From an optimization exercise on the open Yosys and OpenROAD flow, aimed at small area, a short achievable clock period and few clock cycles per item; shortcuts taken in it are not production practice. Only simulation tests tie the RTL to the original design; equivalence was not proved.

==> design/flow/constraint.sdc <==
create_clock -name core_clock -period 20.0 [get_ports {clk}]
set_input_delay 4.0000 -clock core_clock [delete_from_list [all_inputs] [get_ports {clk}]]
set_output_delay 4.0000 -clock core_clock [all_outputs]
set_load 0.01 [all_outputs]
==> design/flow/run.sh <==
#!/bin/bash
# synth_recipe.tcl (not shown) runs the flow's synth.tcl, then flattens the netlist and writes it again
# the make line also repeats each setting of config.mk as NAME=value (left out here)
make -C /OpenROAD-flow-scripts/flow DESIGN_CONFIG=/design/flow/config.mk WORK_HOME=/design/flow/orfs CLKGATE_MAP_FILE= SYNTH_SCRIPT=/design/flow/synth_recipe.tcl finish
==> design/flow/design.v <==
module bqc_block_decoder (
    input  wire        clk,
    input  wire        rst,         
    input  wire        in_valid,
    output wire        in_ready,
    input  wire [15:0] in_data,
    output wire        out_valid,
    input  wire        out_ready,
    output wire [63:0] out_row,
    output wire        out_we,      
    output wire        out_last     
);
    localparam [1:0] S_HDR  = 2'd0,
                     S_PAY  = 2'd1,
                     S_CALC = 2'd2,
                     S_EMIT = 2'd3;
    reg  [1:0]  state;
    reg  [7:0]  ctrl, rng;
    reg  [7:0]  pay [0:31];       
    reg  [3:0]  pbeat;            
    reg  [5:0]  pidx;             
    reg  [7:0]  pix [0:63];
    reg  [2:0]  orow;
    wire [1:0]  mode = ctrl[1:0];
    wire [3:0]  pay_last = (mode == 2'd1) ? 4'd1 :
                           (mode == 2'd2) ? 4'd7 : 4'd15;
    wire [2:0]  px = pidx[2:0];
    wire [2:0]  py = pidx[5:3];
    wire [7:0]  b2  = pay[pidx[5:2]];
    wire [1:0]  l2  = b2[2*pidx[1:0] +: 2];
    wire [7:0]  b4  = pay[pidx[5:1]];
    wire [3:0]  l4  = b4[4*pidx[0] +: 4];
    wire [11:0] full2_raw = (l2 * rng) / 3 + ctrl;
    wire [11:0] full4_raw = (l4 * rng) / 15 + ctrl;
    wire [7:0]  full2_v   = (full2_raw > 12'd255) ? 8'd255 : full2_raw[7:0];
    wire [7:0]  full4_v   = (full4_raw > 12'd255) ? 8'd255 : full4_raw[7:0];
    wire [1:0]  i0 = px[2:1];
    wire [1:0]  i1 = (px[0] && i0 != 2'd3) ? i0 + 2'd1 : i0;
    wire [1:0]  j0 = py[2:1];
    wire [1:0]  j1 = (py[0] && j0 != 2'd3) ? j0 + 2'd1 : j0;
    wire [7:0]  base_h = {ctrl[7:2], 2'b10};
    wire [3:0]  gi00 = {j0, i0};
    wire [3:0]  gi01 = {j0, i1};
    wire [3:0]  gi10 = {j1, i0};
    wire [3:0]  gi11 = {j1, i1};
    wire [7:0]  gb00 = pay[gi00[3:2]];
    wire [7:0]  gb01 = pay[gi01[3:2]];
    wire [7:0]  gb10 = pay[gi10[3:2]];
    wire [7:0]  gb11 = pay[gi11[3:2]];
    wire [1:0]  gl00 = gb00[2*gi00[1:0] +: 2];
    wire [1:0]  gl01 = gb01[2*gi01[1:0] +: 2];
    wire [1:0]  gl10 = gb10[2*gi10[1:0] +: 2];
    wire [1:0]  gl11 = gb11[2*gi11[1:0] +: 2];
    wire [11:0] gr00 = (gl00 * rng) / 3 + base_h;
    wire [11:0] gr01 = (gl01 * rng) / 3 + base_h;
    wire [11:0] gr10 = (gl10 * rng) / 3 + base_h;
    wire [11:0] gr11 = (gl11 * rng) / 3 + base_h;
    wire [7:0]  g00  = (gr00 > 12'd255) ? 8'd255 : gr00[7:0];
    wire [7:0]  g01  = (gr01 > 12'd255) ? 8'd255 : gr01[7:0];
    wire [7:0]  g10  = (gr10 > 12'd255) ? 8'd255 : gr10[7:0];
    wire [7:0]  g11  = (gr11 > 12'd255) ? 8'd255 : gr11[7:0];
    wire [8:0]  sum2h = g00 + g01;
    wire [8:0]  sum2v = g00 + g10;
    wire [9:0]  sum4  = g00 + g01 + g10 + g11;
    reg  [7:0]  half_v;
    always @* begin
        case ({py[0], px[0]})
        2'b00:   half_v = g00;
        2'b01:   half_v = sum2h[8:1];
        2'b10:   half_v = sum2v[8:1];
        default: half_v = sum4[9:2];
        endcase
    end
    reg [7:0] pix_v;
    always @* begin
        case (mode)
        2'd0:    pix_v = rng;
        2'd1:    pix_v = half_v;
        2'd2:    pix_v = full2_v;
        default: pix_v = full4_v;
        endcase
    end
    genvar gx;
    generate
        for (gx = 0; gx < 8; gx = gx + 1) begin : g_out
            assign out_row[8*gx +: 8] = pix[{orow, gx[2:0]}];
        end
    endgenerate
    assign in_ready  = (state == S_HDR) || (state == S_PAY);
    assign out_valid = (state == S_EMIT);
    assign out_we    = !(mode == 2'd0 && rng == 8'd0);
    assign out_last  = (orow == 3'd7);
    always @(posedge clk) begin
        if (rst) begin
            state <= S_HDR;
            pbeat <= 4'd0;
            pidx  <= 6'd0;
            orow  <= 3'd0;
        end else begin
            case (state)
            S_HDR: if (in_valid) begin
                ctrl  <= in_data[7:0];
                rng   <= in_data[15:8];
                pbeat <= 4'd0;
                pidx  <= 6'd0;
                state <= (in_data[1:0] == 2'd0) ? S_CALC : S_PAY;
            end
            S_PAY: if (in_valid) begin
                pay[{pbeat, 1'b0}] <= in_data[7:0];
                pay[{pbeat, 1'b1}] <= in_data[15:8];
                pbeat <= pbeat + 4'd1;
                if (pbeat == pay_last)
                    state <= S_CALC;
            end
            S_CALC: begin
                pix[pidx] <= pix_v;
                pidx      <= pidx + 6'd1;
                if (pidx == 6'd63) begin
                    orow  <= 3'd0;
                    state <= S_EMIT;
                end
            end
            S_EMIT: if (out_ready) begin
                orow <= orow + 3'd1;
                if (out_last)
                    state <= S_HDR;
            end
            endcase
        end
    end
endmodule
==> design/flow/config.mk <==
export PLATFORM = sky130hd
export DESIGN_NAME = bqc_block_decoder
export DESIGN_NICKNAME = bqc_block_decoder
export VERILOG_FILES = /design/flow/design.v
export SDC_FILE = /design/flow/constraint.sdc
export NUM_CORES = 4
export LEC_CHECK = 0
export CAP_MARGIN = 20
export CORE_MARGIN = 2
export CORE_UTILIZATION = 35
export SLEW_MARGIN = 20
==> run summary <==
-- sequential cells by signal (all words and copies together) (netlist names), named ones only --
name   cells
pay      256
rng        8
ctrl       8
pix      512
state      2
pbeat      4
pidx       6
orow       3
-- worst max-delay path, delay by kind of cell, from the launching register on --
kind | cells | cell delay [ns]
AO/OA/AOI/OAI | 21 | 4.92
adder cells (fa/ha/maj) | 9 | 3.40
buffers and inverters | 3 | 0.94
flip-flops | 1 | 0.77
multiplexers | 2 | 0.72
AND/OR/NAND/NOR | 17 | 3.15
-- final timing paths --
check	to	slack [ns]
max reg2reg	pix[36][7]	5.71
min	orow[1]	0.56
max	pix[36][7]	5.71
min reg2reg	orow[1]	0.56
-- logic make-up after synthesis --
family / synth area share [%]
adder cells (fa/ha/maj): 5.92
multiplexers: 16.6
buffers and inverters: 2.19
AND/OR/NAND/NOR: 9.08
AO/OA/AOI/OAI: 9.75
XOR/XNOR: 2.09
flip-flops: 54.4
-- stage by stage --
step	instances
floorplan	3156
global placement	4809
detailed placement	4809
CTS	4949
global route	4949
finish	4949
-- cell type report --
| type | count | area [sq um] | area share [%] |
|---|---|---|---|
| clock buffers | 99 | 2060 | 4.16 |
| clock inverters | 41 | 404 | 0.815 |
| inverters | 114 | 428 | 0.863 |
| multi-input cells | 2100 | 19300 | 39.0 |
| flip-flops and latches | 807 | 24000 | 48.5 |
| well taps | 1650 | 2060 | 4.16 |
| repair buffers | 138 | 1250 | 2.53 |
-- placed cells by master, fill, tap and decap left out, types with 13 or more instances in the layout --
| cell | n |
|---|---|
| o21a_1 | 25 |
| nand2b_1 | 31 |
| xnor2_1 | 72 |
| fa_1 | 40 |
| nand4_1 | 21 |
| clkinv_2 | 14 |
| inv_1 | 110 |
| a31oi_1 | 28 |
| o21ai_1 | 14 |
| or2_2 | 17 |
| nor4_1 | 15 |
| xor2_1 | 29 |
| nand2_1 | 179 |
| o21bai_1 | 27 |
| a21o_1 | 47 |
| a211oi_1 | 24 |
| a21oi_1 | 141 |
| edfxtp_1 | 784 |
| o21ai_0 | 98 |
| o211ai_1 | 35 |
| and2_1 | 97 |
| nor2b_1 | 25 |
| clkinv_1 | 14 |
| clkbuf_16 | 79 |
| nor3_1 | 55 |
| nor2_1 | 239 |
| buf_4 | 51 |
| mux4_2 | 273 |
| clkdlybuf4s50_1 | 87 |
| mux2_2 | 77 |
| or3_1 | 16 |
| dfxtp_1 | 16 |
| mux2i_1 | 30 |
| nand3_1 | 46 |
| clkbuf_1 | 19 |
| o22ai_1 | 13 |
| ha_1 | 144 |
-- layer usage --
layer / up-vias / wire length, um / global-route usage [%]
met5: - / 0 / 0
met4: 0 / 2040 / 3.57
met3: 126 / 5460 / 2.27
met2: 775 / 51600 / 27.0
met1: 14000 / 48300 / 22.9
li1: 12700 / - / -
==> run summary <==
Yosys reg bits 807; Crit. Startpoint pidx[1]; syn nets 3360; via count 27600; crit share post-route 71.5%; Synth top cells by count edfxtp_1, mux4_2, nor2_1; row cnt 130; fraction of layout instances using a drive strength above 1 17.7%; crit path DAT 14.60 ns; final instance area 49600 sq um; share of the synthesized area in the top cell type 53.3%; Die ar. 129000 sq um; final worst slack 5.71 ns; ranking of synthesized cells by area edfxtp_1, mux4_2, ha_1; Post-DP Area 47100 sq um; Util after Layout 39.5%; number of port buffers 87; number of synthesized flops with an enable pin 784; Detailed Routing Iterations Pass 1 5; postcts setup bufs 0; Mapped Area 44100 sq um; wire length per cell 21.7 um; Hold Path Class flop to flop; clk buf depth 3; Total GRT Usage 16.3%; fin crit period 14.29 ns; die width 359 um; Hold-fix buffers, CTS 0; core region area 125000 sq um; largest net degree at the start of global routing 66; endpoints failing hold 0; Synth async-reset ratio 0%; critical path class flop to flop; RSZ-0062 raised after global routing false; Yosys cell types 113; maximum clock frequency 70.0 MHz; # setup viols final 0; syn avg cell area 14.0 sq um; DR vias/cell 5.57; DP Worst Slack 5.77 ns; Fin Hold WS 0.565 ns; most common cell in the netlist edfxtp_1; vias in the first global route 27100; Initial Util 35.2%; Setup crit start kind flop; Final Max Slew Viols 0; # Max-Cap Violations 0; H-tree levels 3; Final ANT Viol Nets 0; Fill cells 11500; worst skew pair latency 0.67 ns; largest area contributor in the netlist edfxtp_1; top_reg_cell synth edfxtp_1; CTS tree yes; Crit. End Element flop; clk_skew 0.0643 ns; post-synthesis sequential area ratio 54.4%; number of remaining DRC errors 0; initial DRC count 2459; final wirelength 107 mm; CTS Sinks 807; Crit Path Max Fanout 64; Clock transition at path regs 0.06 ns; setup tns final 0 ns; Critical R2R Launch pidx[1]; n_diodes 0; CTS root buf clkbuf_16; CP peak stage delay 0.77 ns; yosys synthesis warning count 1; Top-Level Pins 88; area delta synth->final 12.3%; GRT overflow 0; Slowest cell on crit path dfxtp_1; Nets 3444; slew margin rel. 25.3%; Req. time, crit path 20.31 ns; HPWL Detailed 72.3 mm; Num CTS Buffers 79; Worst Max-Slew Pin Slew 1.11 ns; gp weighted congestion 0.862; Resized cells post-CTS 0; hold path start orow[1]; Cells after Synth 3156; status no timing/DRC/antenna violations; die height 359 um; first-pass GRT wire length 165 mm; initial antenna violation count 2; hold depth 2; Worst Reg2Reg Path Length in Cells 52
Testbench counts, summed over its fixed seeds: cycles 185,746, records 2,400.

port drivers added, routing unchanged:
How much do the figures lean on ideal ports? The routed layout below was timed once more, with nothing changed but the port constraints. Step 1 sets driving cells, clkbuf_16 on the clock port and buf_2 on the other inputs (assumed; they add their load-dependent delay and slew). Step 2 times the ports against the registers' clock, not the clock port: input delays grow and output delays shrink by t, the midpoint of the rising clock arrivals with the driver on. Three values: ideal ports, drivers, drivers and shift; two values: the first two.
shift t [ns]: 0.706
setup slack, ns: 5.706 / 5.706 / 5.706
worst setup path after step 2: register to register
worst register clock-pin slew, ns: 0.07 / 0.07
worst data-port slew with drivers (ns): 0.05
After both steps setup and hold are still met in this run. For this run, drivers alone change the setup slack by 0.000 ns; drivers and shift together by 0.000 ns.
